Source: an optimization exercise on an open RTL-to-GDS flow (aim: small area, a short achievable clock period and few clock cycles). Production flows keep margins and buffers that such runs may drop.
RTL that was checked went through simulation tests only; none was proved equivalent to the original.
The RTL of run 3 was laid out without a check of its function.

==> flow/design.v (outline; a module is shown in full before it is edited, if it fits) <==
// module iir_unpack: 34 lines
// module iir_booth: 20 lines
// module iir_mround: 38 lines
// module iir_fmulx: 28 lines
// module iir_tz: 13 lines
// module iir_loop: 120 lines
// module iir_mslow: 15 lines
// module iir_stflags: 19 lines
// module iir_mulcs: 931 lines
// module iir_mulcs_r: 931 lines
// module iir_fcore: 70 lines
// module iir_pack: 29 lines
// module iir_faddu: 23 lines
// module iir_line: 321 lines
module iir_line #(
    parameter WORK_WORDS = 64,
    parameter MAX_CHANNELS = 4
) (
    input  wire        clk,
    input  wire        rst,
    input  wire        start,
    input  wire [6:0]  len,         
    input  wire [2:0]  chans,       
    input  wire [31:0] a0a1,
    input  wire [31:0] a2a3,
    input  wire [31:0] b1b2,
    input  wire [31:0] cprev,
    input  wire [31:0] cnext,
    output wire        idle,
    input  wire        in_valid,
    output wire        in_ready,
    input  wire [31:0] in_data,
    output wire        out_valid,
    input  wire        out_ready,
    output wire [31:0] out_data
);
  // ...
==> flow/flow/run.sh <==
#!/bin/bash
set -o pipefail
bash standard.sh SETUP_SLACK_MARGIN=52 finish 2>&1 | tee make_finish.log
==> flow/standard.sh <==
#!/bin/bash
# synth_recipe.tcl (not shown) runs the flow's synth.tcl, then flattens the netlist and writes it again
# the make line also repeats each setting of config.mk as NAME=value (left out here)
make -C /OpenROAD-flow-scripts/flow DESIGN_CONFIG=/design/flow/config.mk WORK_HOME=/design/flow/orfs CLKGATE_MAP_FILE= SYNTH_SCRIPT=/design/flow/synth_recipe.tcl "${@:-finish}"
==> flow/config.mk <==
export PLATFORM = sky130hd
export DESIGN_NAME = iir_line
export DESIGN_NICKNAME = iir_line
export VERILOG_FILES = /design/flow/design.v
export SDC_FILE = /design/flow/constraint.sdc
export NUM_CORES = 8
export LEC_CHECK = 0
export CAP_MARGIN = 20
export CORE_MARGIN = 2
export CORE_UTILIZATION = 30
export PLACE_DENSITY = 0.5
export SLEW_MARGIN = 20
==> flow/constraint.sdc <==
create_clock -name core_clock -period 72.0 [get_ports {clk}]
set_input_delay 14.4000 -clock core_clock [delete_from_list [all_inputs] [get_ports {clk}]]
set_output_delay 14.4000 -clock core_clock [all_outputs]
set_load 0.01 [all_outputs]
==> impl_metrics.csv, run 1 <==
group,metric,value,unit
outcome,outcome,"no timing/DRC/antenna violations",
clocking,clk_path_buf_depth,4,
critical_path,setup.worst_path.start_class,"flop",
place,place_area,0.201,sq mm
yosys,ys_top_cells_by_area,"edfxtp_1, mux4_2, fa_1",
route,met3_length,46.4,mm
final_layout,seq_share,34.8,%
route,dr.max_layer_used,"met5",
yosys,yosysTopAreaCell,"edfxtp_1",
die,die_w,795,um
critical_path,endpoint,"xa_zero$_DFFE_PP_",
route,dr_total_vias,149000,
die,io_pins,242,
critical_path,cp.depth,105,
timing,period_minus_slack,19.93,ns
route,ant_nets,0,
die,taps,8322,
critical_path,rr_startpoint,"x_r[0]$_DFFE_PP_",
final_layout,top_register,"work",
critical_path,r2r_cells,105,
final_layout,utilization,34.5,%
yosys,synth_compound_area_share,15.5,%
timing,rsz0062_at_grt,"true",
min_path,worstHoldStart,"s2_last$_DFFE_PP_",
route,wl_met2,333,mm
route,wl_per_cell,26.8,um
yosys,synth_edf_count,2396,
final_layout,layout.nets,19300,
yosys,post_synth_instance_area,0.188,sq mm
yosys,syn_area_per_cell,10.6,sq um
clocking,cts.sinks,2541,
clocking,hold_buffers,0,
Testbench counts, summed over its fixed seeds: cycles 16,008.
==> run 2, diff against run 1 <==
==> flow/run.sh (new file) <==
#!/bin/bash
# synth_recipe.tcl (not shown) runs the flow's synth.tcl, then flattens the netlist and writes it again
# the make line also repeats each setting of config.mk as NAME=value (left out here)
make -C /OpenROAD-flow-scripts/flow DESIGN_CONFIG=/design/flow/config.mk WORK_HOME=/design/flow/orfs CLKGATE_MAP_FILE= SYNTH_SCRIPT=/design/flow/synth_recipe.tcl finish
removed: flow/flow/run.sh
removed: flow/standard.sh
==> impl_metrics.csv, run 2 <==
group,metric,value,unit
outcome,outcome,"no timing/DRC/antenna violations",
critical_path,slowest_stage,"fa_1",
global_route,grt_pass1_wl,1020,mm
route,drt_iter0_markers,15600,
clocking,clock_latency,0.96,ns
clocking,cts_resized,0,
global_route,first_global_vias,143000,
final_layout,mostFrequentLayoutCell,"edfxtp_1",
timing,max_slew.worst_pin.slew,1.22,ns
final_layout,largest_register_ffs,2048,
die,io_pins,242,
critical_path,r2r_cells,101,
clocking,hold_buffers,0,
route,wl_per_cell,27.1,um
global_route,grt-ovfl-total,0,
clocking,cts.sinks,2541,
final_layout,drive_gt1_share,12.0,%
clocking,cts_max_level,5,
timing,period_minus_slack,24.30,ns
route,ant_nets,0,
place,routabilityCongestion,0.942,
critical_path,criticalPathCategory,"reg2reg",
yosys,ys_top_cells_by_area,"edfxtp_1, mux4_2, fa_1",
critical_path,slowest_delay,0.86,ns
global_route,track_usage,21.5,%
timing,max_freq,0.0412,GHz
min_path,hold_class,"reg2reg",
global_route,grt_max_degree,118,
yosys,synthTopCellsByCount,"edfxtp_1, nand2_1, inv_1",
critical_path,arrival,24.98,ns
yosys,syn_area_per_cell,10.6,sq um
final_layout,final_cell_mix,"edfxtp_1, nand2_1, inv_1, nor2_1, a21oi_1",
yosys,yosysTopAreaCell,"edfxtp_1",
timing,period_share,33.7,%
final_layout,layout.nets,19100,
place,portBuffers,241,
critical_path,critPathMostFrequentCell,"a21oi_1",
run,drv_cap,0,
place,place_hpwl,500,mm
die,dieArea,0.632,sq mm
min_path,min_path_cells,0,
route,via_per_inst,5.65,
timing,setup_viol,0,
final_layout,syn_to_final_growth,11.9,%
yosys,yosysMostFrequentCell,"edfxtp_1",
final_layout,utilization,33.7,%
final_layout,top_register,"work",
yosys,syn-num-nets,19200,
critical_path,end_kind,"flop",
yosys,synth.yosys.warnings,7,
timing,slew_headroom,18.2,%
yosys,synth_seq_cells,2541,
timing,final_max_slew_viol_count,0,
yosys,synth_edf_count,2396,
yosys,postSynth.asyncResetShare,0,%
die,fp.dieH,795,um
die,die_w,795,um
critical_path,worstPathMaxFanout,40,
clocking,post_cts_buffers,0,
route,drc_errors,0,
timing,setup_tns,0,ns
critical_path,setup.worst_path.start_class,"flop",
yosys,synthCells,17700,
yosys,synth_top_area_share,38.3,%
clocking,clk_pin_slew,0.06,ns
timing,rsz0062_at_grt,"false",
route,wirelength,708,mm
clocking,cts-root-buf,"clkbuf_16",
die,coreArea,0.623,sq mm
die,start_util,30.1,%
yosys,synthFlopType,"edfxtp_1",
clocking,clk_path_buf_depth,4,
clocking,cts_buffers,271,
global_route,antenna_found_initial,19,
route,drtPass1Iterations,6,
timing,hold_viol_final,0,
die,row_count,290,
yosys,post_synth_instance_area,0.188,sq mm
yosys,yosysSeqAreaShare,39.9,%
timing,skew,0.111,ns
critical_path,crit_required,72.68,ns
yosys,synth_cell_types,128,
route,dr_total_vias,148000,
final_layout,fillers,63000,
clocking,cts_tree,"built",
==> run 2: cell counts after synthesis <==
No cell type changed its count.
==> run 2: kinds of logic (layout without fill, tap and decap cells) <==
logic type,after synthesis,count (layout),share of synthesized area (%)
compound gates,4334,4334,15.5
fa+ha+maj,1303,1303,10.9
buf+inv,2402,2519,4.91
mux,1274,1274,11.7
xor+xnor,1101,1101,5.17
flops,2541,2541,39.9
simple gates,4723,4723,12.0
other cells,0,18,0
==> run 2: through the flow <==
stage,setup slack (ns),std cells,cell area [sq um],hold slack [ns]
3_5_place_dp,48.00,25600,201000,0.340
5_1_grt,45.89,26100,210000,0.371
4_1_cts,47.92,26100,210000,0.363
2_1_floorplan,49.85,17700,188000,0.310
3_3_place_gp,47.88,25600,201000,0.343
6_report,47.70,26100,210000,0.366
==> run 2: layout make-up <==
cell class | count | area, sq um | share of cell area [%]
Clock buffer | 324 | 7150 | 3.40
Tap cell | 8322 | 10400 | 4.96
Timing Repair Buffer | 723 | 6150 | 2.93
Multi-Input combinational cell | 12700 | 105000 | 50.0
Inverter | 1322 | 4970 | 2.37
Clock inverter | 150 | 1360 | 0.647
Sequential cell | 2541 | 74900 | 35.7
Antenna cell | 18 | 45.0 | 0.0215
==> run 2: worst paths after layout <==
check,slack [ns],end,start
setup / recovery,47.70,xa_zero$_DFFE_PP_,x_r[0]$_DFFE_PP_
hold / removal,0.37,kn_s$_DFF_P_,k_r[31]$_DFF_P_
setup reg to reg,47.70,xa_zero$_DFFE_PP_,x_r[0]$_DFFE_PP_
hold reg to reg,0.37,kn_s$_DFF_P_,k_r[31]$_DFF_P_
==> run 2: worst max-delay path: cells and delay by family, from the launching register on <==
family / cells / cell delay [ns]
DFF: 1 / 0.55
AOI/OAI and AO/OA: 45 / 8.35
and+or+nand+nor: 25 / 6.05
xor gates and xnor gates: 4 / 0.81
buffers and inverters: 14 / 2.82
adders and majority gates: 12 / 4.92
muxes: 1 / 0.50
==> run 2: routing by layer <==
layer	up-vias	GRT usage, %	share of wire, %
met3	1135	2.49	6.4
met1	74800	29.4	43
met5	-	0	0.0018
met2	5904	35.4	47
met4	2	7.06	3.8
li1	65700	-	-
==> module iir_loop, before the edit <==
module iir_loop (
    input  wire [47:0] ps,
    input  wire [47:0] pc,
    input  wire [9:0]  e0,         
    input  wire [5:0]  tzp,        
    input  wire        p_s,
    input  wire        p_nan,
    input  wire        p_inf,
    input  wire        p_zero,
    input  wire        x_s, x_nan, x_inf, x_zero,
    input  wire [9:0]  x_e,
    input  wire [24:0] x_m,
    output wire        n_s,
    output wire        n_nan,
    output wire        n_inf,
    output wire [9:0]  n_e,
    output wire [23:0] n_m,
    output wire        n_r
);
    wire [22:0] lo   = {1'b0, ps[21:0]} + {1'b0, pc[21:0]};
    wire        c22  = lo[22];
    wire [2:0]  t0   = {1'b0, ps[23:22]} + {1'b0, pc[23:22]} + {2'd0, c22};
    wire [3:0]  t1   = {1'b0, t0} + 4'd1;
    wire        c24a = t0[2];
    wire        c24b = t1[2];
    wire [23:0] ha   = ps[47:24];
    wire [23:0] hb   = pc[47:24];
    wire [23:0] h0   = ha + hb;
    wire [23:0] h1   = ha + hb + 24'd1;
    wire [23:0] k2x  = ha ^ hb ^ 24'd2;                           
    wire [23:0] k2c  = (ha & hb) | (ha & 24'd2) | (hb & 24'd2);   
    wire [23:0] h2   = k2x + {k2c[22:0], 1'b0};
    wire        c24c = t1[3];                 
    wire [23:0] s0h  = c24a ? h1 : h0;        
    wire [23:0] s1h  = c24c ? h2 : c24b ? h1 : h0;    
    wire        top  = s0h[23];
    wire        tie0 = (tzp == 6'd22);
    wire        tie1 = (tzp == 6'd23);
    wire [24:0] ym   = top ? {1'b0, s1h[23:1], s1h[0] & ~tie1}
                           : {1'b0, s0h[22:0], t0[1] & ~tie0};
    wire [9:0]  e0p1 = e0 + 10'd1;
    wire        povf = ~p_zero & (top ? (~e0p1[9] & (e0p1 >= 10'd255))
                                      : (~e0[9] & (e0 >= 10'd255)));
    wire        ys   = ~p_s;                  
    wire [9:0]  ye0  = p_zero ? 10'h200 : e0;
    wire [9:0]  ye1  = p_zero ? 10'h200 : e0p1;
    wire [10:0] dA   = {x_e[9], x_e} - {ye0[9], ye0};
    wire [10:0] dB   = {x_e[9], x_e} - {ye1[9], ye1};
    wire [10:0] nA   = {ye0[9], ye0} - {x_e[9], x_e};
    wire [10:0] nB   = {ye1[9], ye1} - {x_e[9], x_e};
    wire        xbA  = ~dA[10];
    wire        xbB  = ~dB[10];
    wire [10:0] aA   = xbA ? dA : nA;
    wire [10:0] aB   = xbB ? dB : nB;
    wire [4:0]  fshA = (aA > 11'd27) ? 5'd28 : aA[4:0];
    wire [4:0]  fshB = (aB > 11'd27) ? 5'd28 : aB[4:0];
    wire        clA  = (dA == 11'd0) | (dA == 11'd1) | (dA == 11'h7FF);
    wire        clB  = (dB == 11'd0) | (dB == 11'd1) | (dB == 11'h7FF);
    wire        d1A  = (dA == 11'd1), d1B = (dB == 11'd1);
    wire        dmA  = (dA == 11'h7FF), dmB = (dB == 11'h7FF);
    wire [9:0]  ebA  = xbA ? x_e : ye0;
    wire [9:0]  ebB  = xbB ? x_e : ye1;
    wire        xbig = top ? xbB : xbA;
    wire [4:0]  fsh  = top ? fshB : fshA;
    wire        esub = x_s ^ ys;
    wire        near = esub & (top ? clB : clA);
    wire        d1   = top ? d1B : d1A;
    wire        dm1  = top ? dmB : dmA;
    wire [9:0]  eb   = top ? ebB : ebA;
    wire [24:0] bm  = xbig ? x_m : ym;
    wire [24:0] sm  = xbig ? ym : x_m;
    wire [27:0] sf0 = {sm, 3'b000};
    wire [27:0] sfs = sf0 >> fsh;
    wire [27:0] lostm = ~(28'hFFFFFFF << fsh);
    wire        fst = |(sf0 & lostm);
    wire [27:0] sfa = sfs | {27'd0, fst};
    wire [28:0] bf  = {1'b0, bm, 3'b000};
    wire [28:0] fr  = esub ? (bf - {1'b0, sfa}) : (bf + {1'b0, sfa});
    reg  [23:0] fm;
    reg         fg, fs;
    reg  [9:0]  fe;
    always @* begin
        if (fr[28]) begin
            fm = fr[28:5]; fg = fr[4]; fs = |fr[3:0]; fe = eb + 10'd2;
        end else if (fr[27]) begin
            fm = fr[27:4]; fg = fr[3]; fs = |fr[2:0]; fe = eb + 10'd1;
        end else if (fr[26]) begin
            fm = fr[26:3]; fg = fr[2]; fs = |fr[1:0]; fe = eb;
        end else begin
            fm = fr[25:2]; fg = fr[1]; fs = fr[0];    fe = eb - 10'd1;
        end
    end
    wire [25:0] xn = dm1 ? {1'b0, x_m} : {x_m, 1'b0};
    wire [25:0] yn = d1  ? {1'b0, ym}  : {ym, 1'b0};
    wire [26:0] n1 = {1'b0, xn} - {1'b0, yn};
    wire [26:0] n2 = {1'b0, yn} - {1'b0, xn};
    wire        nsw = n1[26];
    wire [25:0] nr  = nsw ? n2[25:0] : n1[25:0];
    reg  [4:0]  nlz;
    integer i;
    always @* begin
        nlz = 5'd0;
        for (i = 0; i < 26; i = i + 1)
            if (nr[i]) nlz = 5'd25 - i[4:0];
    end
    wire [25:0] nn  = nr << nlz;
    wire [9:0]  ne  = eb + 10'd1 - {5'd0, nlz};
    wire        nzero = (nr == 26'd0);
    assign n_m = near ? nn[25:2] : fm;
    wire   g   = near ? nn[1] : fg;
    wire   st  = near ? nn[0] : fs;
    assign n_r = g & (st | n_m[0]);
    assign n_e = near ? ne : fe;
    wire pinf = p_inf | povf;
    assign n_nan = x_nan | p_nan | (x_inf & pinf & ~(x_s ^ p_s));
    assign n_inf = ~n_nan & (x_inf | pinf);
    wire   bz    = x_zero & p_zero;
    assign n_s   = x_inf ? x_s : pinf ? ys : bz ? (x_s & ys) :
                   near ? (~nzero & (nsw ? ys : x_s)) : (xbig ? x_s : ys);
endmodule
==> module iir_line, before the edit <==
module iir_line #(
    parameter WORK_WORDS = 64,
    parameter MAX_CHANNELS = 4
) (
    input  wire        clk,
    input  wire        rst,
    input  wire        start,
    input  wire [6:0]  len,         
    input  wire [2:0]  chans,       
    input  wire [31:0] a0a1,
    input  wire [31:0] a2a3,
    input  wire [31:0] b1b2,
    input  wire [31:0] cprev,
    input  wire [31:0] cnext,
    output wire        idle,
    input  wire        in_valid,
    output wire        in_ready,
    input  wire [31:0] in_data,
    output wire        out_valid,
    input  wire        out_ready,
    output wire [31:0] out_data
);
    reg [6:0]  len_r;
    reg [2:0]  chans_r;
    reg [31:0] k_r;
    always @(posedge clk) begin
        len_r   <= len;
        chans_r <= chans;
        k_r     <= b1b2;
    end
    wire        kn_nan_w, kn_inf_w, kn_zero_w, kn_s_w;
    wire [9:0]  kn_e_w;
    wire [23:0] kn_m_w;
    iir_unpack u_kunp (.w(k_r), .nan(kn_nan_w), .inf(kn_inf_w), .zero(kn_zero_w),
                       .s(kn_s_w), .e(kn_e_w), .m(kn_m_w));
    wire [4:0]  kn_tz_w;
    iir_tz u_ktz (.m(kn_m_w), .r(1'b0), .tz(kn_tz_w));
    reg        kn_nan, kn_inf, kn_zero, kn_s;
    reg [9:0]  kn_e;
    reg [23:0] kn_m;
    reg [4:0]  kn_tz;
    always @(posedge clk) begin
        kn_nan <= kn_nan_w; kn_inf <= kn_inf_w; kn_zero <= kn_zero_w;
        kn_s <= kn_s_w; kn_e <= kn_e_w; kn_m <= kn_m_w; kn_tz <= kn_tz_w;
    end
    reg        busy, idle_r, in_ready_r;
    reg        in_pass, in_done;
    reg [6:0]  pc;
    reg [2:0]  ch;
    reg [5:0]  addr;
    reg [31:0] x_r;
    reg        x_new, x_pend, x_pass, x_first, x_last;
    reg [1:0]  x_ch;
    reg [5:0]  x_addr;
    reg [31:0] acoef;
    reg        xa_nan, xa_inf, xa_zero, xa_s;
    reg [9:0]  xa_e;
    reg [24:0] xa_m;
    reg        s2_v, s2_seed, s2_pass, s2_last;
    reg [1:0]  s2_ch;
    reg [5:0]  s2_addr;
    reg        s3_v, s3_pass, s3_last;
    reg [1:0]  s3_ch;
    reg [5:0]  s3_addr;
    reg [31:0] f_r;
    reg [31:0] o_data, sk_data;
    reg        o_v, o_last, sk_v, sk_last;
    reg [31:0] work [0:WORK_WORDS-1];
    reg [37:0] st0, st1, st2, st3;
    reg        slow1, slow2;      
    assign idle      = idle_r;
    assign in_ready  = in_ready_r;
    assign out_valid = o_v;
    assign out_data  = o_data;
    wire stall    = sk_v;
    wire acc_now  = in_valid & in_ready_r;
    wire in_first = (pc == 7'd0);
    wire last_ch  = (ch == chans_r - 3'd1);
    wire last_pix = (pc == len_r - 7'd1);
    wire op_seed  = x_new & x_first;
    wire op_step  = (x_new & ~x_first) | x_pend;
    wire        xa_nan_w, xa_inf_w, xa_zero_w, xa_s_w;
    wire [9:0]  xa_e_w;
    wire [24:0] xa_m_w;
    iir_fmulx u_mula (.x(x_r), .c(acoef), .nan(xa_nan_w), .inf(xa_inf_w), .zero(xa_zero_w),
                      .s(xa_s_w), .e(xa_e_w), .m(xa_m_w));
    wire        a_s, a_nan, a_inf, a_zero, a_r;
    wire [9:0]  a_e;
    wire [23:0] a_m;
    iir_stflags u_af (.st(st0), .s(a_s), .nan(a_nan), .inf(a_inf), .zero(a_zero),
                      .e(a_e), .m(a_m), .r(a_r));
    wire        k_nan  = ~slow2 & kn_nan;
    wire        k_inf  = ~slow2 & kn_inf;
    wire        k_zero = ~slow2 & kn_zero;
    wire        k_s    = ~slow2 & kn_s;
    wire [9:0]  k_e    = slow2 ? 10'd127 : kn_e;
    wire [23:0] k_m    = s2_seed ? 24'd0 : slow2 ? 24'h800000 : kn_m;
    wire [4:0]  k_tz   = slow2 ? 5'd23 : kn_tz;
    wire [9:0]  e0     = a_e + k_e - 10'd127;
    wire [4:0]  a_tz;
    iir_tz u_atz (.m(a_m), .r(a_r), .tz(a_tz));
    wire [5:0]  tzp    = {1'b0, a_tz} + {1'b0, k_tz};
    wire        p_nan  = ~s2_seed & (a_nan | k_nan | (a_inf & k_zero) | (a_zero & k_inf));
    wire        p_inf  = ~s2_seed & ~p_nan & (a_inf | k_inf);
    wire        p_zero = s2_seed | (~p_nan & ~p_inf & (a_zero | k_zero));
    wire        p_s    = ~s2_seed & (a_s ^ k_s);
    wire [12:0] b_one, b_two, b_neg;
    iir_booth u_bob (.b(a_m), .cin(a_r), .one(b_one), .two(b_two), .neg(b_neg));
    wire [47:0] b_ps, b_pc;
    iir_mulcs_r u_mub (.a(k_m), .one(b_one), .two(b_two), .neg(b_neg), .ps(b_ps), .pc(b_pc));
    wire        n_s, n_nan, n_inf, n_r;
    wire [9:0]  n_e;
    wire [23:0] n_m;
    iir_loop u_rec (
        .ps(b_ps), .pc(b_pc), .e0(e0), .tzp(tzp),
        .p_s(p_s), .p_nan(p_nan), .p_inf(p_inf), .p_zero(p_zero),
        .x_s(xa_s), .x_nan(xa_nan), .x_inf(xa_inf), .x_zero(xa_zero), .x_e(xa_e), .x_m(xa_m),
        .n_s(n_s), .n_nan(n_nan), .n_inf(n_inf), .n_e(n_e), .n_m(n_m), .n_r(n_r));
    wire [37:0] n_st = {n_s, n_nan, n_inf, n_r, n_e, n_m};
    wire [9:0]  q_e;
    wire [23:0] q_m;
    iir_mslow u_slow (.ps(b_ps), .pc(b_pc), .e0(e0), .e(q_e), .m(q_m));
    wire [37:0] q_st = {p_s, 3'b000, q_e, q_m};
    wire        s2_done = ~stall & ~slow1;
    wire        b1_s, b1_nan, b1_inf, b1_zero, b1_r;
    wire [9:0]  b1_e;
    wire [23:0] b1_m;
    iir_stflags u_bf (.st(st1), .s(b1_s), .nan(b1_nan), .inf(b1_inf), .zero(b1_zero),
                      .e(b1_e), .m(b1_m), .r(b1_r));
    wire [10:0] kb     = {kn_e[9], kn_e} - 11'd127;
    wire        k_fin  = ~kn_nan & ~kn_inf & ~kn_zero;
    wire [9:0]  ex_lo  = (xa_zero | xa_nan | xa_inf) ? e0 :
                         (p_zero | p_nan | p_inf) ? xa_e :
                         ($signed(xa_e) > $signed(e0)) ? xa_e : e0;
    wire        nres_fin = ~(xa_zero & p_zero) & ~xa_nan & ~xa_inf & ~p_nan & ~p_inf;
    wire        tiny_n = nres_fin & ($signed({ex_lo[9], ex_lo} - 11'd25 + kb) < 11'sd1);
    wire        tiny_1 = ~b1_nan & ~b1_inf & ~b1_zero & ($signed({b1_e[9], b1_e} + kb) < 11'sd1);
    wire        tiny_0 = ~a_nan & ~a_inf & ~a_zero & ($signed({a_e[9], a_e} + kb) < 11'sd1);
    wire        c_one  = (chans_r == 3'd1);
    wire        tiny_next = ~k_fin ? 1'b0 :
                            (s2_v & (s2_seed | c_one)) ? tiny_n :
                            s2_v ? tiny_1 : tiny_0;
    wire        slow1_n = ~slow1 & op_step & tiny_next;
    wire [37:0] st_last = (chans_r == 3'd1) ? st0 : (chans_r == 3'd2) ? st1 :
                          (chans_r == 3'd3) ? st2 : st3;
    wire        b_nan, b_inf, b_zero, b_s, b_r;
    wire [9:0]  b_e;
    wire [23:0] b_m;
    iir_stflags u_sf (.st(st_last), .s(b_s), .nan(b_nan), .inf(b_inf), .zero(b_zero),
                      .e(b_e), .m(b_m), .r(b_r));
    wire [31:0] b_w;
    iir_pack u_pack (.nan(b_nan), .inf(b_inf), .zero(b_zero), .s(b_s), .e(b_e), .m(b_m), .r(b_r),
                     .w(b_w));
    wire        fu_nan, fu_inf, fu_zero, fu_s;
    wire [9:0]  fu_e;
    wire [23:0] fu_m;
    iir_unpack u_funp (.w(f_r), .nan(fu_nan), .inf(fu_inf), .zero(fu_zero),
                       .s(fu_s), .e(fu_e), .m(fu_m));
    wire [24:0] b_m25 = {1'b0, b_m} + {24'd0, b_r};
    wire        y_nan, y_inf, y_zero, y_s, y_r;
    wire [9:0]  y_e;
    wire [23:0] y_m;
    iir_faddu u_sum (
        .xnan(fu_nan), .xinf(fu_inf), .xzero(fu_zero), .xs(fu_s), .xe(fu_e), .xm({1'b0, fu_m}),
        .ynan(b_nan), .yinf(b_inf), .yzero(b_zero), .ys0(b_s),
        .ye(b_zero ? 10'h200 : b_e), .ym(b_zero ? 25'd0 : b_m25),
        .sub(1'b0),
        .nan(y_nan), .inf(y_inf), .zero(y_zero), .s(y_s), .e(y_e), .m(y_m), .r(y_r));
    wire [31:0] y_w;
    iir_pack u_ypack (.nan(y_nan), .inf(y_inf), .zero(y_zero), .s(y_s), .e(y_e), .m(y_m), .r(y_r),
                      .w(y_w));
    wire y_v    = ~stall & s3_v & s3_pass;
    wire o_free = ~o_v | out_ready;
    reg busy_n, done_n, sk_v_n, seed_n;
    always @* begin
        busy_n = busy;
        if (idle_r && start) busy_n = 1'b1;
        if (o_v && out_ready && o_last) busy_n = 1'b0;
        done_n = in_done;
        if (idle_r && start) done_n = 1'b0;
        else if (acc_now && in_pass && last_ch && last_pix) done_n = 1'b1;
        sk_v_n = sk_v;
        if (sk_v) begin
            if (o_free) sk_v_n = 1'b0;
        end else if (y_v && !o_free) sk_v_n = 1'b1;
        seed_n = (stall | slow1) ? op_seed : (acc_now & in_first);
    end
    always @(posedge clk) begin
        if (rst) begin
            busy       <= 1'b0;
            idle_r     <= 1'b1;
            in_ready_r <= 1'b0;
            x_new      <= 1'b0;
            x_pend     <= 1'b0;
            s2_v       <= 1'b0;
            s3_v       <= 1'b0;
            slow1      <= 1'b0;
            slow2      <= 1'b0;
            o_v        <= 1'b0;
            sk_v       <= 1'b0;
        end else begin
            busy       <= busy_n;
            idle_r     <= ~busy_n;
            in_ready_r <= busy_n & ~done_n & ~sk_v_n & ~seed_n & ~(stall ? slow1 : slow1_n);
            sk_v       <= sk_v_n;
            if (!stall) begin
                slow1 <= slow1_n;
                slow2 <= slow1;
                s3_v  <= ~slow1 & s2_v & ~s2_seed;
                if (!slow1) begin
                    x_new  <= acc_now;
                    x_pend <= op_seed;
                    s2_v   <= op_seed | op_step;
                end
            end
            if (o_v && out_ready) o_v <= 1'b0;
            if (sk_v) begin
                if (o_free) o_v <= 1'b1;
            end else if (y_v && o_free) begin
                o_v <= 1'b1;
            end
        end
    end
    always @(posedge clk) begin
        if (idle_r && start) begin
            in_pass <= 1'b0;
            pc      <= 7'd0;
            ch      <= 3'd0;
            addr    <= 6'd0;
        end else if (acc_now) begin
            if (!in_pass) begin
                addr <= addr + 6'd1;
                if (last_ch) begin
                    ch <= 3'd0;
                    if (last_pix) begin
                        in_pass <= 1'b1;
                        pc      <= 7'd0;
                        addr    <= addr + 6'd1 - {3'd0, chans_r};
                    end else begin
                        pc <= pc + 7'd1;
                    end
                end else begin
                    ch <= ch + 3'd1;
                end
            end else begin
                if (last_ch) begin
                    ch   <= 3'd0;
                    addr <= addr + 6'd1 - {2'd0, chans_r, 1'b0};
                    pc   <= pc + 7'd1;
                end else begin
                    ch   <= ch + 3'd1;
                    addr <= addr + 6'd1;
                end
            end
        end
        if (!rst) in_done <= done_n;
    end
    always @(posedge clk) begin
        if (in_ready_r) begin
            x_r     <= in_data;
            x_pass  <= in_pass;
            x_first <= in_first;
            x_last  <= in_pass & last_ch & last_pix;
            x_ch    <= ch[1:0];
            x_addr  <= addr;
        end
        if (stall || slow1)
            acoef <= op_seed ? (x_pass ? cnext : cprev) : (x_pass ? a2a3 : a0a1);
        else if (op_seed)
            acoef <= x_pass ? a2a3 : a0a1;
        else if (in_first)
            acoef <= in_pass ? cnext : cprev;
        else
            acoef <= in_pass ? a2a3 : a0a1;
        if (s2_done) begin
            xa_nan  <= xa_nan_w;
            xa_inf  <= xa_inf_w;
            xa_zero <= xa_zero_w;
            xa_s    <= xa_s_w;
            xa_e    <= xa_e_w;
            xa_m    <= xa_m_w;
            s2_seed <= op_seed;
            s2_pass <= x_pass;
            s2_last <= x_last;
            s2_ch   <= x_ch;
            s2_addr <= x_addr;
            if (s2_v) begin
                if (s2_seed) begin
                    st0 <= n_st;
                end else begin
                    st0 <= (chans_r == 3'd1) ? n_st : st1;
                    st1 <= (chans_r == 3'd2) ? n_st : st2;
                    st2 <= (chans_r == 3'd3) ? n_st : st3;
                    st3 <= n_st;
                end
            end
            s3_pass <= s2_pass;
            s3_last <= s2_last;
            s3_addr <= s2_addr;
            f_r     <= work[s2_addr];
        end else if (!stall) begin
            st0 <= q_st;                
        end
        if (!stall && s3_v && !s3_pass)
            work[s3_addr] <= b_w;
        if (sk_v) begin
            if (o_free) begin
                o_data <= sk_data;
                o_last <= sk_last;
            end
        end else if (y_v) begin
            if (o_free) begin
                o_data <= y_w;
                o_last <= s3_last;
            end else begin
                sk_data <= y_w;
                sk_last <= s3_last;
            end
        end
    end
endmodule
==> run 3, diff against run 2 <==
--- a/flow/design.v
+++ b/flow/design.v
@@ -52,72 +52,6 @@
         end
     endgenerate
 endmodule
-module iir_mround (
-    input  wire [47:0] ps,
-    input  wire [47:0] pc,
-    input  wire [9:0]  e0,         
-    input  wire        zero_in,    
-    output wire [9:0]  e,
-    output wire [24:0] m,
-    output wire        ovf,        
-    output wire        uflow       
-);
-    wire [47:0] p   = ps + pc;
-    wire        top = p[47];
-    wire [23:0] mm  = top ? p[47:24] : p[46:23];
-    wire [23:0] lo  = top ? p[23:0] : {p[22:0], 1'b0};
-    wire [9:0]  ep  = e0 + {9'd0, top};
-    reg  [4:0]  sh;
-    always @* begin
-        if (!ep[9] && ep != 10'd0)
-            sh = 5'd0;
-        else if ($signed(ep) < -10'sd23)
-            sh = 5'd25;
-        else
-            sh = 5'd1 - ep[4:0];
-    end
-    wire [25:0] oh   = 26'd1 << sh;           
-    wire [24:0] mask = oh[24:0] - 25'd1;      
-    wire [24:0] mx   = {1'b0, mm};
-    wire [25:0] mg   = {mx, lo[23]};          
-    wire        g    = |(mg[25:0] & oh[25:0]);
-    wire        st   = (|(mx & (mask >> 1))) | (sh == 5'd0 ? (|lo[22:0]) : (|lo));
-    wire        l    = |(mx & oh[24:0]);
-    wire        inc  = g & (st | l);
-    wire [24:0] mr   = (mx & ~mask) + (oh[24:0] & {25{inc}});
-    assign m     = zero_in ? 25'd0 : mr;
-    assign e     = zero_in ? 10'h200 : ep;
-    assign uflow = ~zero_in & (mr == 25'd0);
-    assign ovf   = ~zero_in & ~ep[9] & ((ep >= 10'd255) | ((ep == 10'd254) & mr[24]));
-endmodule
-module iir_fmulx (
-    input  wire [31:0] x,
-    input  wire [31:0] c,
-    output wire        nan,
-    output wire        inf,
-    output wire        zero,
-    output wire        s,
-    output wire [9:0]  e,
-    output wire [24:0] m
-);
-    wire        xn, xi, xz, xs, cn, ci, cz, cs;
-    wire [9:0]  xe, ce;
-    wire [23:0] xm, cm;
-    iir_unpack u_x (.w(x), .nan(xn), .inf(xi), .zero(xz), .s(xs), .e(xe), .m(xm));
-    iir_unpack u_c (.w(c), .nan(cn), .inf(ci), .zero(cz), .s(cs), .e(ce), .m(cm));
-    wire [12:0] one, two, neg;
-    iir_booth u_bo (.b(xm), .cin(1'b0), .one(one), .two(two), .neg(neg));
-    wire [47:0] ps, pc;
-    iir_mulcs u_mu (.a(cm), .one(one), .two(two), .neg(neg), .ps(ps), .pc(pc));
-    wire        zin = xz | cz;
-    wire        ovf, ufl;
-    iir_mround u_rd (.ps(ps), .pc(pc), .e0(xe + ce - 10'd127), .zero_in(zin),
-                     .e(e), .m(m), .ovf(ovf), .uflow(ufl));
-    assign nan  = xn | cn | (xi & cz) | (xz & ci);
-    assign inf  = ~nan & (xi | ci | ovf);
-    assign zero = ~nan & ~inf & (zin | ufl);
-    assign s    = xs ^ cs;
-endmodule
 module iir_tz (
     input  wire [23:0] m,
     input  wire        r,
@@ -154,8 +88,6 @@
     wire        c22  = lo[22];
     wire [2:0]  t0   = {1'b0, ps[23:22]} + {1'b0, pc[23:22]} + {2'd0, c22};
     wire [3:0]  t1   = {1'b0, t0} + 4'd1;
-    wire        c24a = t0[2];
-    wire        c24b = t1[2];
     wire [23:0] ha   = ps[47:24];
     wire [23:0] hb   = pc[47:24];
     wire [23:0] h0   = ha + hb;
@@ -163,45 +95,31 @@
     wire [23:0] k2x  = ha ^ hb ^ 24'd2;                           
     wire [23:0] k2c  = (ha & hb) | (ha & 24'd2) | (hb & 24'd2);   
     wire [23:0] h2   = k2x + {k2c[22:0], 1'b0};
-    wire        c24c = t1[3];                 
-    wire [23:0] s0h  = c24a ? h1 : h0;        
-    wire [23:0] s1h  = c24c ? h2 : c24b ? h1 : h0;    
+    wire [23:0] s0h  = t0[2] ? h1 : h0;                     
+    wire [23:0] s1h  = t1[3] ? h2 : t1[2] ? h1 : h0;         
     wire        top  = s0h[23];
     wire        tie0 = (tzp == 6'd22);
     wire        tie1 = (tzp == 6'd23);
-    wire [24:0] ym   = top ? {1'b0, s1h[23:1], s1h[0] & ~tie1}
+    wire [24:0] y    = top ? {s1h[23:1], s1h[0] & ~tie1, 1'b0}
                            : {1'b0, s0h[22:0], t0[1] & ~tie0};
     wire [9:0]  e0p1 = e0 + 10'd1;
-    wire        povf = ~p_zero & (top ? (~e0p1[9] & (e0p1 >= 10'd255))
-                                      : (~e0[9] & (e0 >= 10'd255)));
+    wire        povf = ~p_zero & ~e0[9] & (top ? (e0p1 >= 10'd255) : (e0 >= 10'd255));
     wire        ys   = ~p_s;                  
-    wire [9:0]  ye0  = p_zero ? 10'h200 : e0;
-    wire [9:0]  ye1  = p_zero ? 10'h200 : e0p1;
-    wire [10:0] dA   = {x_e[9], x_e} - {ye0[9], ye0};
-    wire [10:0] dB   = {x_e[9], x_e} - {ye1[9], ye1};
-    wire [10:0] nA   = {ye0[9], ye0} - {x_e[9], x_e};
-    wire [10:0] nB   = {ye1[9], ye1} - {x_e[9], x_e};
-    wire        xbA  = ~dA[10];
-    wire        xbB  = ~dB[10];
-    wire [10:0] aA   = xbA ? dA : nA;
-    wire [10:0] aB   = xbB ? dB : nB;
-    wire [4:0]  fshA = (aA > 11'd27) ? 5'd28 : aA[4:0];
-    wire [4:0]  fshB = (aB > 11'd27) ? 5'd28 : aB[4:0];
-    wire        clA  = (dA == 11'd0) | (dA == 11'd1) | (dA == 11'h7FF);
-    wire        clB  = (dB == 11'd0) | (dB == 11'd1) | (dB == 11'h7FF);
-    wire        d1A  = (dA == 11'd1), d1B = (dB == 11'd1);
-    wire        dmA  = (dA == 11'h7FF), dmB = (dB == 11'h7FF);
-    wire [9:0]  ebA  = xbA ? x_e : ye0;
-    wire [9:0]  ebB  = xbB ? x_e : ye1;
-    wire        xbig = top ? xbB : xbA;
-    wire [4:0]  fsh  = top ? fshB : fshA;
+    wire [9:0]  ye   = p_zero ? 10'h200 : e0;
+    wire [10:0] d    = {x_e[9], x_e} - {ye[9], ye};
+    wire [10:0] nd   = {ye[9], ye} - {x_e[9], x_e};
+    wire        xb   = ~d[10];                                
+    wire [10:0] ad   = xb ? d : nd;
+    wire [4:0]  fsh  = (ad > 11'd28) ? 5'd29 : ad[4:0];
     wire        esub = x_s ^ ys;
-    wire        near = esub & (top ? clB : clA);
-    wire        d1   = top ? d1B : d1A;
-    wire        dm1  = top ? dmB : dmA;
-    wire [9:0]  eb   = top ? ebB : ebA;
-    wire [24:0] bm  = xbig ? x_m : ym;
-    wire [24:0] sm  = xbig ? ym : x_m;
+    wire        dm1  = (d == 11'h7FF);
+    wire        d0   = (d == 11'd0);
+    wire        d1   = (d == 11'd1);
+    wire        d2   = (d == 11'd2);
+    wire        near = esub & (dm1 | d0 | d1 | d2);
+    wire [9:0]  eb   = xb ? x_e : ye;
+    wire [24:0] bm  = xb ? x_m : y;
+    wire [24:0] sm  = xb ? y : x_m;
     wire [27:0] sf0 = {sm, 3'b000};
     wire [27:0] sfs = sf0 >> fsh;
     wire [27:0] lostm = ~(28'hFFFFFFF << fsh);
@@ -223,25 +141,26 @@
             fm = fr[25:2]; fg = fr[1]; fs = fr[0];    fe = eb - 10'd1;
         end
     end
-    wire [25:0] xn = dm1 ? {1'b0, x_m} : {x_m, 1'b0};
-    wire [25:0] yn = d1  ? {1'b0, ym}  : {ym, 1'b0};
-    wire [26:0] n1 = {1'b0, xn} - {1'b0, yn};
-    wire [26:0] n2 = {1'b0, yn} - {1'b0, xn};
-    wire        nsw = n1[26];
-    wire [25:0] nr  = nsw ? n2[25:0] : n1[25:0];
+    wire [27:0] yn = {2'b00, y, 1'b0};
+    wire [27:0] xn = dm1 ? {3'b000, x_m} : d0 ? {2'b00, x_m, 1'b0} :
+                     d1  ? {1'b0, x_m, 2'b00} : {x_m, 3'b000};
+    wire [28:0] n1 = {1'b0, xn} - {1'b0, yn};
+    wire [28:0] n2 = {1'b0, yn} - {1'b0, xn};
+    wire        nsw = n1[28];
+    wire [27:0] nr  = nsw ? n2[27:0] : n1[27:0];
     reg  [4:0]  nlz;
     integer i;
     always @* begin
         nlz = 5'd0;
-        for (i = 0; i < 26; i = i + 1)
-            if (nr[i]) nlz = 5'd25 - i[4:0];
+        for (i = 0; i < 28; i = i + 1)
+            if (nr[i]) nlz = 5'd27 - i[4:0];
     end
-    wire [25:0] nn  = nr << nlz;
-    wire [9:0]  ne  = eb + 10'd1 - {5'd0, nlz};
-    wire        nzero = (nr == 26'd0);
-    assign n_m = near ? nn[25:2] : fm;
-    wire   g   = near ? nn[1] : fg;
-    wire   st  = near ? nn[0] : fs;
+    wire [27:0] nn  = nr << nlz;
+    wire [9:0]  ne  = e0 + 10'd3 - {5'd0, nlz};
+    wire        nzero = (nr == 28'd0);
+    assign n_m = near ? nn[27:4] : fm;
+    wire   g   = near ? nn[3] : fg;
+    wire   st  = near ? (|nn[2:0]) : fs;
     assign n_r = g & (st | n_m[0]);
     assign n_e = near ? ne : fe;
     wire pinf = p_inf | povf;
@@ -249,22 +168,7 @@
     assign n_inf = ~n_nan & (x_inf | pinf);
     wire   bz    = x_zero & p_zero;
     assign n_s   = x_inf ? x_s : pinf ? ys : bz ? (x_s & ys) :
-                   near ? (~nzero & (nsw ? ys : x_s)) : (xbig ? x_s : ys);
-endmodule
-module iir_mslow (
-    input  wire [47:0] ps,
-    input  wire [47:0] pc,
-    input  wire [9:0]  e0,
-    output wire [9:0]  e,
-    output wire [23:0] m
-);
-    wire [47:0] p = ps + pc - 48'h400000;
-    wire [9:0]  re;
-    wire [24:0] rm;
-    wire        ovf, ufl;
-    iir_mround u_r (.ps(p), .pc(48'd0), .e0(e0), .zero_in(1'b0), .e(re), .m(rm), .ovf(ovf), .uflow(ufl));
-    assign m = rm[24] ? 24'h800000 : rm[23:0];
-    assign e = rm[24] ? re + 10'd1 : re;
+                   near ? (~nzero & (nsw ? ys : x_s)) : (xb ? x_s : ys);
 endmodule
 module iir_stflags (
     input  wire [37:0] st,
@@ -285,6 +189,75 @@
     assign zero = ~nan & ~st[35] & ~m[23];
     assign inf  = ~nan & (st[35] | (~zero & ovf));
 endmodule
+module iir_mroundg (
+    input  wire [47:0] ps,
+    input  wire [47:0] pc,
+    input  wire [9:0]  e0,
+    input  wire [5:0]  tzp,        
+    input  wire        zero_in,
+    output wire [9:0]  e,
+    output wire [24:0] m,
+    output wire        ovf,
+    output wire        uflow
+);
+    wire [47:0] p    = ps + pc;
+    wire        top  = p[47];
+    wire        sub  = e0[9] | (e0 == 10'd0);
+    wire [9:0]  lsub = 10'd24 - e0;
+    wire [5:0]  ls   = (~lsub[9] & (lsub > 10'd48)) ? 6'd49 : lsub[5:0];
+    wire [5:0]  lA   = sub ? ls : 6'd23;
+    wire [5:0]  lB   = sub ? ls : 6'd24;
+    wire [49:0] ohA  = 50'd1 << lA;
+    wire [49:0] ohB  = 50'd1 << lB;
+    wire        stA  = ({1'b0, tzp} < ({1'b0, lA} - 7'd1));
+    wire        stB  = ({1'b0, tzp} < ({1'b0, lB} - 7'd1));
+    wire [49:0] oh   = top ? ohB : ohA;
+    wire [48:0] mask = oh[48:0] - 49'd1;
+    wire        st   = top ? stB : stA;
+    wire [48:0] px   = {1'b0, p};
+    wire        g    = |(px & oh[49:1]);
+    wire        l    = |(px & oh[48:0]);
+    wire        inc  = g & (st | l);
+    wire [48:0] ru   = (px | mask) + 49'd1;
+    wire [48:0] rd   = px & ~mask;
+    wire [48:0] r    = inc ? ru : rd;
+    wire        rtop = r[48] | r[47];
+    wire [9:0]  e0p1 = e0 + 10'd1;
+    assign m     = zero_in ? 25'd0 : rtop ? r[48:24] : {1'b0, r[46:23]};
+    assign e     = zero_in ? 10'h200 : rtop ? e0p1 : e0;
+    assign uflow = ~zero_in & sub & (r == 49'd0);
+    assign ovf   = ~zero_in & ~sub & (rtop ? (~e0p1[9] & (e0p1 >= 10'd255)) : (e0 >= 10'd255));
+endmodule
+module iir_fmulu (
+    input  wire        a_nan, a_inf, a_zero, a_s,
+    input  wire [9:0]  a_e,
+    input  wire [23:0] a_m,
+    input  wire        a_r,
+    input  wire [4:0]  a_tz,       
+    input  wire        c_nan, c_inf, c_zero, c_s,
+    input  wire [9:0]  c_e,
+    input  wire [23:0] c_m,
+    input  wire [4:0]  c_tz,
+    output wire        nan,
+    output wire        inf,
+    output wire        zero,
+    output wire        s,
+    output wire [9:0]  e,
+    output wire [24:0] m
+);
+    wire [12:0] one, two, neg;
+    iir_booth u_bo (.b(a_m), .cin(a_r), .one(one), .two(two), .neg(neg));
+    wire [47:0] ps, pc;
+    iir_mulcs u_mu (.a(c_m), .one(one), .two(two), .neg(neg), .ps(ps), .pc(pc));
+    wire        zin = a_zero | c_zero;
+    wire        ovf, ufl;
+    iir_mroundg u_rd (.ps(ps), .pc(pc), .e0(a_e + c_e - 10'd127), .tzp({1'b0, a_tz} + {1'b0, c_tz}),
+                      .zero_in(zin), .e(e), .m(m), .ovf(ovf), .uflow(ufl));
+    assign nan  = a_nan | c_nan | (a_inf & c_zero) | (a_zero & c_inf);
+    assign inf  = ~nan & (a_inf | c_inf | ovf);
+    assign zero = ~nan & ~inf & (zin | ufl);
+    assign s    = a_s ^ c_s;
+endmodule
 module iir_mulcs (input wire [23:0] a, input wire [12:0] one, input wire [12:0] two, input wire [12:0] neg, output wire [47:0] ps, output wire [47:0] pc);
   wire pp0_0 = ((one[0] & a[0])) ^ neg[0];
   wire pp0_1 = ((one[0] & a[1]) | (two[0] & a[0])) ^ neg[0];
@@ -2314,7 +2287,7 @@
         kn_nan <= kn_nan_w; kn_inf <= kn_inf_w; kn_zero <= kn_zero_w;
         kn_s <= kn_s_w; kn_e <= kn_e_w; kn_m <= kn_m_w; kn_tz <= kn_tz_w;
     end
-    reg        busy, idle_r, in_ready_r;
+    reg        busy, idle_r, in_ready_r, rdy_n, ov_n;
     reg        in_pass, in_done;
     reg [6:0]  pc;
     reg [2:0]  ch;
@@ -2333,7 +2306,9 @@
     reg        s3_v, s3_pass, s3_last;
     reg [1:0]  s3_ch;
     reg [5:0]  s3_addr;
-    reg [31:0] f_r;
+    reg        fu_nan, fu_inf, fu_zero, fu_s;
+    reg [9:0]  fu_e;
+    reg [23:0] fu_m;
     reg [31:0] o_data, sk_data;
     reg        o_v, o_last, sk_v, sk_last;
     reg [31:0] work [0:WORK_WORDS-1];
@@ -2344,22 +2319,43 @@
     assign out_valid = o_v;
     assign out_data  = o_data;
     wire stall    = sk_v;
-    wire acc_now  = in_valid & in_ready_r;
+    wire acc_now  = in_valid & ~rdy_n;
     wire in_first = (pc == 7'd0);
     wire last_ch  = (ch == chans_r - 3'd1);
     wire last_pix = (pc == len_r - 7'd1);
+    wire last_word = in_pass & last_ch & last_pix;
     wire op_seed  = x_new & x_first;
     wire op_step  = (x_new & ~x_first) | x_pend;
-    wire        xa_nan_w, xa_inf_w, xa_zero_w, xa_s_w;
-    wire [9:0]  xa_e_w;
-    wire [24:0] xa_m_w;
-    iir_fmulx u_mula (.x(x_r), .c(acoef), .nan(xa_nan_w), .inf(xa_inf_w), .zero(xa_zero_w),
-                      .s(xa_s_w), .e(xa_e_w), .m(xa_m_w));
     wire        a_s, a_nan, a_inf, a_zero, a_r;
     wire [9:0]  a_e;
     wire [23:0] a_m;
+    wire [4:0]  a_tz;
     iir_stflags u_af (.st(st0), .s(a_s), .nan(a_nan), .inf(a_inf), .zero(a_zero),
                       .e(a_e), .m(a_m), .r(a_r));
+    iir_tz u_atz (.m(a_m), .r(a_r), .tz(a_tz));
+    wire        xu_nan, xu_inf, xu_zero, xu_s, cu_nan, cu_inf, cu_zero, cu_s;
+    wire [9:0]  xu_e, cu_e;
+    wire [23:0] xu_m, cu_m;
+    wire [4:0]  xu_tz, cu_tz;
+    iir_unpack u_xunp (.w(x_r), .nan(xu_nan), .inf(xu_inf), .zero(xu_zero),
+                       .s(xu_s), .e(xu_e), .m(xu_m));
+    iir_unpack u_cunp (.w(acoef), .nan(cu_nan), .inf(cu_inf), .zero(cu_zero),
+                       .s(cu_s), .e(cu_e), .m(cu_m));
+    iir_tz u_xtz (.m(xu_m), .r(1'b0), .tz(xu_tz));
+    iir_tz u_ctz (.m(cu_m), .r(1'b0), .tz(cu_tz));
+    wire        xa_nan_w, xa_inf_w, xa_zero_w, xa_s_w;
+    wire [9:0]  xa_e_w;
+    wire [24:0] xa_m_w;
+    iir_fmulu u_mula (
+        .a_nan (slow1 ? a_nan  : xu_nan),  .a_inf(slow1 ? a_inf : xu_inf),
+        .a_zero(slow1 ? a_zero : xu_zero), .a_s  (slow1 ? a_s   : xu_s),
+        .a_e   (slow1 ? a_e    : xu_e),    .a_m  (slow1 ? a_m   : xu_m),
+        .a_r   (slow1 & a_r),              .a_tz (slow1 ? a_tz  : xu_tz),
+        .c_nan (slow1 ? kn_nan  : cu_nan), .c_inf(slow1 ? kn_inf : cu_inf),
+        .c_zero(slow1 ? kn_zero : cu_zero),.c_s  (slow1 ? kn_s   : cu_s),
+        .c_e   (slow1 ? kn_e    : cu_e),   .c_m  (slow1 ? kn_m   : cu_m),
+        .c_tz  (slow1 ? kn_tz   : cu_tz),
+        .nan(xa_nan_w), .inf(xa_inf_w), .zero(xa_zero_w), .s(xa_s_w), .e(xa_e_w), .m(xa_m_w));
     wire        k_nan  = ~slow2 & kn_nan;
     wire        k_inf  = ~slow2 & kn_inf;
     wire        k_zero = ~slow2 & kn_zero;
@@ -2368,8 +2364,6 @@
     wire [23:0] k_m    = s2_seed ? 24'd0 : slow2 ? 24'h800000 : kn_m;
     wire [4:0]  k_tz   = slow2 ? 5'd23 : kn_tz;
     wire [9:0]  e0     = a_e + k_e - 10'd127;
-    wire [4:0]  a_tz;
-    iir_tz u_atz (.m(a_m), .r(a_r), .tz(a_tz));
     wire [5:0]  tzp    = {1'b0, a_tz} + {1'b0, k_tz};
     wire        p_nan  = ~s2_seed & (a_nan | k_nan | (a_inf & k_zero) | (a_zero & k_inf));
     wire        p_inf  = ~s2_seed & ~p_nan & (a_inf | k_inf);
@@ -2388,10 +2382,8 @@
         .x_s(xa_s), .x_nan(xa_nan), .x_inf(xa_inf), .x_zero(xa_zero), .x_e(xa_e), .x_m(xa_m),
         .n_s(n_s), .n_nan(n_nan), .n_inf(n_inf), .n_e(n_e), .n_m(n_m), .n_r(n_r));
     wire [37:0] n_st = {n_s, n_nan, n_inf, n_r, n_e, n_m};
-    wire [9:0]  q_e;
-    wire [23:0] q_m;
-    iir_mslow u_slow (.ps(b_ps), .pc(b_pc), .e0(e0), .e(q_e), .m(q_m));
-    wire [37:0] q_st = {p_s, 3'b000, q_e, q_m};
+    wire [37:0] q_st = {xa_s_w, 3'b000, xa_m_w[24] ? xa_e_w + 10'd1 : xa_e_w,
+                        xa_m_w[24] ? 24'h800000 : xa_m_w[23:0]};
     wire        s2_done = ~stall & ~slow1;
     wire        b1_s, b1_nan, b1_inf, b1_zero, b1_r;
     wire [9:0]  b1_e;
@@ -2419,14 +2411,11 @@
     wire [23:0] b_m;
     iir_stflags u_sf (.st(st_last), .s(b_s), .nan(b_nan), .inf(b_inf), .zero(b_zero),
                       .e(b_e), .m(b_m), .r(b_r));
-    wire [31:0] b_w;
-    iir_pack u_pack (.nan(b_nan), .inf(b_inf), .zero(b_zero), .s(b_s), .e(b_e), .m(b_m), .r(b_r),
-                     .w(b_w));
-    wire        fu_nan, fu_inf, fu_zero, fu_s;
-    wire [9:0]  fu_e;
-    wire [23:0] fu_m;
-    iir_unpack u_funp (.w(f_r), .nan(fu_nan), .inf(fu_inf), .zero(fu_zero),
-                       .s(fu_s), .e(fu_e), .m(fu_m));
+    wire        fw_nan, fw_inf, fw_zero, fw_s;
+    wire [9:0]  fw_e;
+    wire [23:0] fw_m;
+    iir_unpack u_funp (.w(work[s2_addr]), .nan(fw_nan), .inf(fw_inf), .zero(fw_zero),
+                       .s(fw_s), .e(fw_e), .m(fw_m));
     wire [24:0] b_m25 = {1'b0, b_m} + {24'd0, b_r};
     wire        y_nan, y_inf, y_zero, y_s, y_r;
     wire [9:0]  y_e;
@@ -2437,19 +2426,29 @@
         .ye(b_zero ? 10'h200 : b_e), .ym(b_zero ? 25'd0 : b_m25),
         .sub(1'b0),
         .nan(y_nan), .inf(y_inf), .zero(y_zero), .s(y_s), .e(y_e), .m(y_m), .r(y_r));
-    wire [31:0] y_w;
-    iir_pack u_ypack (.nan(y_nan), .inf(y_inf), .zero(y_zero), .s(y_s), .e(y_e), .m(y_m), .r(y_r),
-                      .w(y_w));
+    wire [31:0] y_w, b_w;
+    iir_pack u_pack (
+        .nan (s3_pass ? y_nan  : b_nan),  .inf(s3_pass ? y_inf : b_inf),
+        .zero(s3_pass ? y_zero : b_zero), .s  (s3_pass ? y_s   : b_s),
+        .e   (s3_pass ? y_e    : b_e),    .m  (s3_pass ? y_m   : b_m),
+        .r   (s3_pass ? y_r    : b_r),    .w  (y_w));
+    assign b_w = y_w;
     wire y_v    = ~stall & s3_v & s3_pass;
-    wire o_free = ~o_v | out_ready;
-    reg busy_n, done_n, sk_v_n, seed_n;
+    wire o_free = ov_n | out_ready;
+    reg busy_n, done_n, sk_v_n, seed_n, o_v_n;
     always @* begin
         busy_n = busy;
-        if (idle_r && start) busy_n = 1'b1;
-        if (o_v && out_ready && o_last) busy_n = 1'b0;
+        if (!busy && start) busy_n = 1'b1;
+        if (!ov_n && out_ready && o_last) busy_n = 1'b0;
         done_n = in_done;
-        if (idle_r && start) done_n = 1'b0;
-        else if (acc_now && in_pass && last_ch && last_pix) done_n = 1'b1;
+        if (!busy && start) done_n = 1'b0;
+        else if (acc_now && last_word) done_n = 1'b1;
+        o_v_n = ~ov_n & ~out_ready;
+        if (sk_v) begin
+            if (o_free) o_v_n = 1'b1;
+        end else if (y_v && o_free) begin
+            o_v_n = 1'b1;
+        end
         sk_v_n = sk_v;
         if (sk_v) begin
             if (o_free) sk_v_n = 1'b0;
@@ -2461,6 +2460,8 @@
             busy       <= 1'b0;
             idle_r     <= 1'b1;
             in_ready_r <= 1'b0;
+            rdy_n      <= 1'b1;
+            ov_n       <= 1'b1;
             x_new      <= 1'b0;
             x_pend     <= 1'b0;
             s2_v       <= 1'b0;
@@ -2473,6 +2474,9 @@
             busy       <= busy_n;
             idle_r     <= ~busy_n;
             in_ready_r <= busy_n & ~done_n & ~sk_v_n & ~seed_n & ~(stall ? slow1 : slow1_n);
+            rdy_n      <= ~(busy_n & ~done_n & ~sk_v_n & ~seed_n & ~(stall ? slow1 : slow1_n));
+            o_v        <= o_v_n;
+            ov_n       <= ~o_v_n;
             sk_v       <= sk_v_n;
             if (!stall) begin
                 slow1 <= slow1_n;
@@ -2484,50 +2488,47 @@
                     s2_v   <= op_seed | op_step;
                 end
             end
-            if (o_v && out_ready) o_v <= 1'b0;
-            if (sk_v) begin
-                if (o_free) o_v <= 1'b1;
-            end else if (y_v && o_free) begin
-                o_v <= 1'b1;
+        end
+    end
+    reg        pass_t;
+    reg [6:0]  pc_t;
+    reg [2:0]  ch_t;
+    reg [5:0]  addr_t;
+    always @* begin
+        pass_t = in_pass;
+        pc_t   = pc;
+        ch_t   = ch + 3'd1;
+        addr_t = addr + 6'd1;
+        if (last_ch) begin
+            ch_t = 3'd0;
+            pc_t = pc + 7'd1;
+            if (!in_pass) begin
+                if (last_pix) begin
+                    pass_t = 1'b1;
+                    pc_t   = 7'd0;
+                    addr_t = addr + 6'd1 - {3'd0, chans_r};
+                end
+            end else begin
+                addr_t = addr + 6'd1 - {2'd0, chans_r, 1'b0};
             end
         end
     end
     always @(posedge clk) begin
-        if (idle_r && start) begin
+        if (!busy && start) begin
             in_pass <= 1'b0;
             pc      <= 7'd0;
             ch      <= 3'd0;
             addr    <= 6'd0;
         end else if (acc_now) begin
-            if (!in_pass) begin
-                addr <= addr + 6'd1;
-                if (last_ch) begin
-                    ch <= 3'd0;
-                    if (last_pix) begin
-                        in_pass <= 1'b1;
-                        pc      <= 7'd0;
-                        addr    <= addr + 6'd1 - {3'd0, chans_r};
-                    end else begin
-                        pc <= pc + 7'd1;
-                    end
-                end else begin
-                    ch <= ch + 3'd1;
-                end
-            end else begin
-                if (last_ch) begin
-                    ch   <= 3'd0;
-                    addr <= addr + 6'd1 - {2'd0, chans_r, 1'b0};
-                    pc   <= pc + 7'd1;
-                end else begin
-                    ch   <= ch + 3'd1;
-                    addr <= addr + 6'd1;
-                end
-            end
+            in_pass <= pass_t;
+            pc      <= pc_t;
+            ch      <= ch_t;
+            addr    <= addr_t;
         end
         if (!rst) in_done <= done_n;
     end
     always @(posedge clk) begin
-        if (in_ready_r) begin
+        if (!rdy_n) begin
             x_r     <= in_data;
             x_pass  <= in_pass;
             x_first <= in_first;
@@ -2568,7 +2569,12 @@
             s3_pass <= s2_pass;
             s3_last <= s2_last;
             s3_addr <= s2_addr;
-            f_r     <= work[s2_addr];
+            fu_nan  <= fw_nan;
+            fu_inf  <= fw_inf;
+            fu_zero <= fw_zero;
+            fu_s    <= fw_s;
+            fu_e    <= fw_e;
+            fu_m    <= fw_m;
         end else if (!stall) begin
             st0 <= q_st;                
         end
==> flow/flow/run.sh (new file) <==
#!/bin/bash
set -o pipefail
bash standard.sh SETUP_SLACK_MARGIN=55 finish 2>&1 | tee make_finish.log
==> flow/standard.sh (new file) <==
#!/bin/bash
# synth_recipe.tcl (not shown) runs the flow's synth.tcl, then flattens the netlist and writes it again
# the make line also repeats each setting of config.mk as NAME=value (left out here)
make -C /OpenROAD-flow-scripts/flow DESIGN_CONFIG=/design/flow/config.mk WORK_HOME=/design/flow/orfs CLKGATE_MAP_FILE= SYNTH_SCRIPT=/design/flow/synth_recipe.tcl "${@:-finish}"
--- a/flow/config.mk
+++ b/flow/config.mk
@@ -7,6 +7,6 @@
 export LEC_CHECK = 0
 export CAP_MARGIN = 20
 export CORE_MARGIN = 2
-export CORE_UTILIZATION = 30
-export PLACE_DENSITY = 0.5
+export CORE_UTILIZATION = 55
+export PLACE_DENSITY = 0.75
 export SLEW_MARGIN = 20
removed: flow/run.sh
==> impl_metrics.csv, run 3 <==
group,metric,value,unit
timing,period_share,23.2,%
critical_path,r2r_cells,55,
clocking,cts_tree,"built",
yosys,synth_top_area_share,39.1,%
critical_path,setup.worst_path.start_class,"flop",
timing,period_minus_slack,16.71,ns
critical_path,r2r_slack,55.29,ns
place,dp_slack,52.90,ns
min_path,worstHoldStart,"s2_pass$_DFFE_PP_",
yosys,synthFlopType,"edfxtp_1",
route,ant_nets,0,
clocking,cts_max_level,4,
timing,max_freq,0.0599,GHz
yosys,post_synth_instance_area,0.185,sq mm
critical_path,slowest_delay,0.88,ns
timing,hold_viol_final,0,
global_route,grt_use_met1,53.0,%
clocking,clock_latency,1.03,ns
route,dr_total_vias,156000,
die,io_pins,242,
clocking,cts_buffers,233,
die,dieArea,0.340,sq mm
yosys,synthTopCellsByCount,"edfxtp_1, nand2_1, inv_1",
critical_path,regToRegEndpoint,"xa_zero$_DFFE_PP_",
route,via_per_inst,7.15,
timing,holdWs,0.433,ns
yosys,yosysMostFrequentCell,"edfxtp_1",
place,place_area,0.193,sq mm
timing,setup_tns,0,ns
final_layout,top_register,"work",
yosys,syn-num-nets,18700,
die,start_util,55.3,%
global_route,first_global_vias,147000,
die,die_w,583,um
timing,skew,0.177,ns
global_route,grt_pass1_wl,1030,mm
global_route,grt_use_met2,63.4,%
run,drv_cap,0,
timing,slew_headroom,13.9,%
route,drc_errors,0,
clocking,clk_pin_slew,0.07,ns
yosys,synth.yosys.warnings,6,
min_path,min_path_cells,0,
final_layout,final_cells,21800,
global_route,gr-usage-met3,10.8,%
min_path,holdPathEnd,"s3_pass$_DFFE_PP_",
place,place_hpwl,481,mm
critical_path,criticalPathCategory,"reg2reg",
yosys,ys_top_cells_by_area,"edfxtp_1, mux4_2, fa_1",
yosys,synth_cell_types,138,
final_layout,largest_register_ffs,2048,
yosys,synth_edf_count,2402,
timing,final_max_slew_viol_count,0,
final_layout,layout.nets,18600,
global_route,gr-max-usage-layer,"met2",
timing,rsz0062_at_grt,"true",
route,drtPass1Iterations,11,
critical_path,end_kind,"flop",
die,coreArea,0.334,sq mm
outcome,outcome,"no timing/DRC/antenna violations",
clocking,clk_path_buf_depth,4,
final_layout,mostFrequentLayoutCell,"edfxtp_1",
clocking,cts-root-buf,"clkbuf_16",
critical_path,cp_top_family,"compound AO/OA/AOI/OAI gates",
critical_path,arrival,17.45,ns
critical_path,slowest_stage,"a2111oi_1",
global_route,track_usage,41.2,%
critical_path,rr_startpoint,"x_r[1]$_DFFE_PN_",
clocking,cts.sinks,2555,
critical_path,startpoint,"x_r[1]$_DFFE_PN_",
yosys,synthCells,17300,
critical_path,worstPathMaxFanout,38,
final_layout,final_area,0.202,sq mm
global_route,grt-ovfl-total,0,
yosys,yosysSeqAreaShare,40.7,%
place,dp.cells,21300,
route,drt_iter0_markers,25300,
yosys,synth_seq_cells,2555,
die,row_count,212,
yosys,syn_area_per_cell,10.6,sq um
timing,setup_viol,0,
yosys,yosysTopAreaCell,"edfxtp_1",
global_route,antenna_found_initial,43,
die,fp.dieH,583,um
yosys,postSynth.asyncResetShare,0,%
route,wl_per_cell,33.0,um
timing,layout_setup_ws,55.29,ns
critical_path,cp_num_buf_inv,8,
final_layout,syn_to_final_growth,9.43,%
timing,max_slew.worst_pin.slew,1.29,ns
global_route,grt_max_degree,148,
min_path,hold_class,"reg2reg",
final_layout,drive_gt1_share,13.1,%
place,routabilityCongestion,1.12,
route,wirelength,718,mm
place,portBuffers,241,
critical_path,crit_required,72.75,ns
final_layout,final_cell_mix,"edfxtp_1, nand2_1, inv_1, nor2_1, o21ai_0",
==> run 3: metrics by stage <==
| step | utilization [%] |
|---|---|
| CTS | 60.1 |
| global placement | 57.7 |
| detailed placement | 57.7 |
| floorplan | - |
| finish | 60.5 |
| global route | 60.5 |
==> run 3: how the worst max path moves through the flow <==
stage                                  end  slack [ns]  cells after the start
global placement    work[24][18]$_DFFE_PP_       53.07                     53
global route          o_data[20]$_DFFE_PP_       54.88                     67
finish                   xa_zero$_DFFE_PP_       55.29                     55
floorplan             sk_data[0]$_DFFE_PP_       55.71                     74
detailed placement   work[48][3]$_DFFE_PP_       52.90                     57
CTS                      st1[33]$_DFFE_PP_       55.01                     71
==> run 3: kinds of logic after synthesis <==
family,share of synthesized area [%]
AO/OA/AOI/OAI,15.7
AND/OR/NAND/NOR,12.0
flip-flops,40.7
adder cells (fa/ha/maj),10.1
XOR/XNOR,4.81
buffers and inverters,4.87
multiplexers,11.8
==> run 3: layer usage <==
layer	vias to the layer above	wire, um
li1	64500	-
met1	75700	254000
met2	12700	318000
met3	2830	93500
met4	36	51700
met5	-	796
==> run 3: what timing repair did <==
action / 4_1_cts / 5_1_grt
hold buffers: 0 / 0
cloned: 5 / 16
buffers inserted: 12 / 61
setup endpoints to repair: 2188 / 2205
pin swaps: 9 / 22
resized for setup: 68 / 176
==> run 3: layout make-up <==
| class | instances | area [sq um] |
|---|---|---|
| sequential | 2555 | 75200 |
| timing repair buffer | 744 | 6510 |
| clock buffer | 270 | 6020 |
| timing repair inverter | 1 | 5.00 |
| clock inverter | 148 | 1590 |
| fill | 26400 | 132000 |
| antenna | 22 | 55.1 |
| inverter | 1199 | 4550 |
| tap | 4387 | 5490 |
| multi-input combinational | 12500 | 103000 |

## what the ideal ports hide
No port has a modelled driver above. Below, the same layouts with a new extraction and two added sets of constraints. Step 1 sets driving cells, clkbuf_16 on the clock port and buf_2 on the other inputs (assumed; they add their load-dependent delay and slew). Step 2, shift: input delay + t, output delay - t, t = (earliest + latest rising clock arrival at the registers) / 2. This alone moves slack from input paths to output paths. Slacks: ideal ports / drivers / drivers and shift; pairs: ideal ports / drivers.
| run | t, ns | setup WS [ns] | worst setup path at the end | clock arrival spread, ns | worst data-port slew with drivers (ns) |
|---|---|---|---|---|---|
| run 1 | 1.008 | 52.068 / 52.068 / 52.068 | register to register | 0.110 / 0.110 | 0.34 |
| run 2 | 1.021 | 47.700 / 47.700 / 47.700 | register to register | 0.112 / 0.112 | 0.14 |
| run 3 | 1.045 | 55.292 / 55.292 / 54.621 | input to register | 0.181 / 0.181 | 0.31 |
After both steps setup and hold are still met in every run listed. For run 3, which loses most, drivers alone change the setup slack by 0.000 ns; drivers and shift together by -0.671 ns.
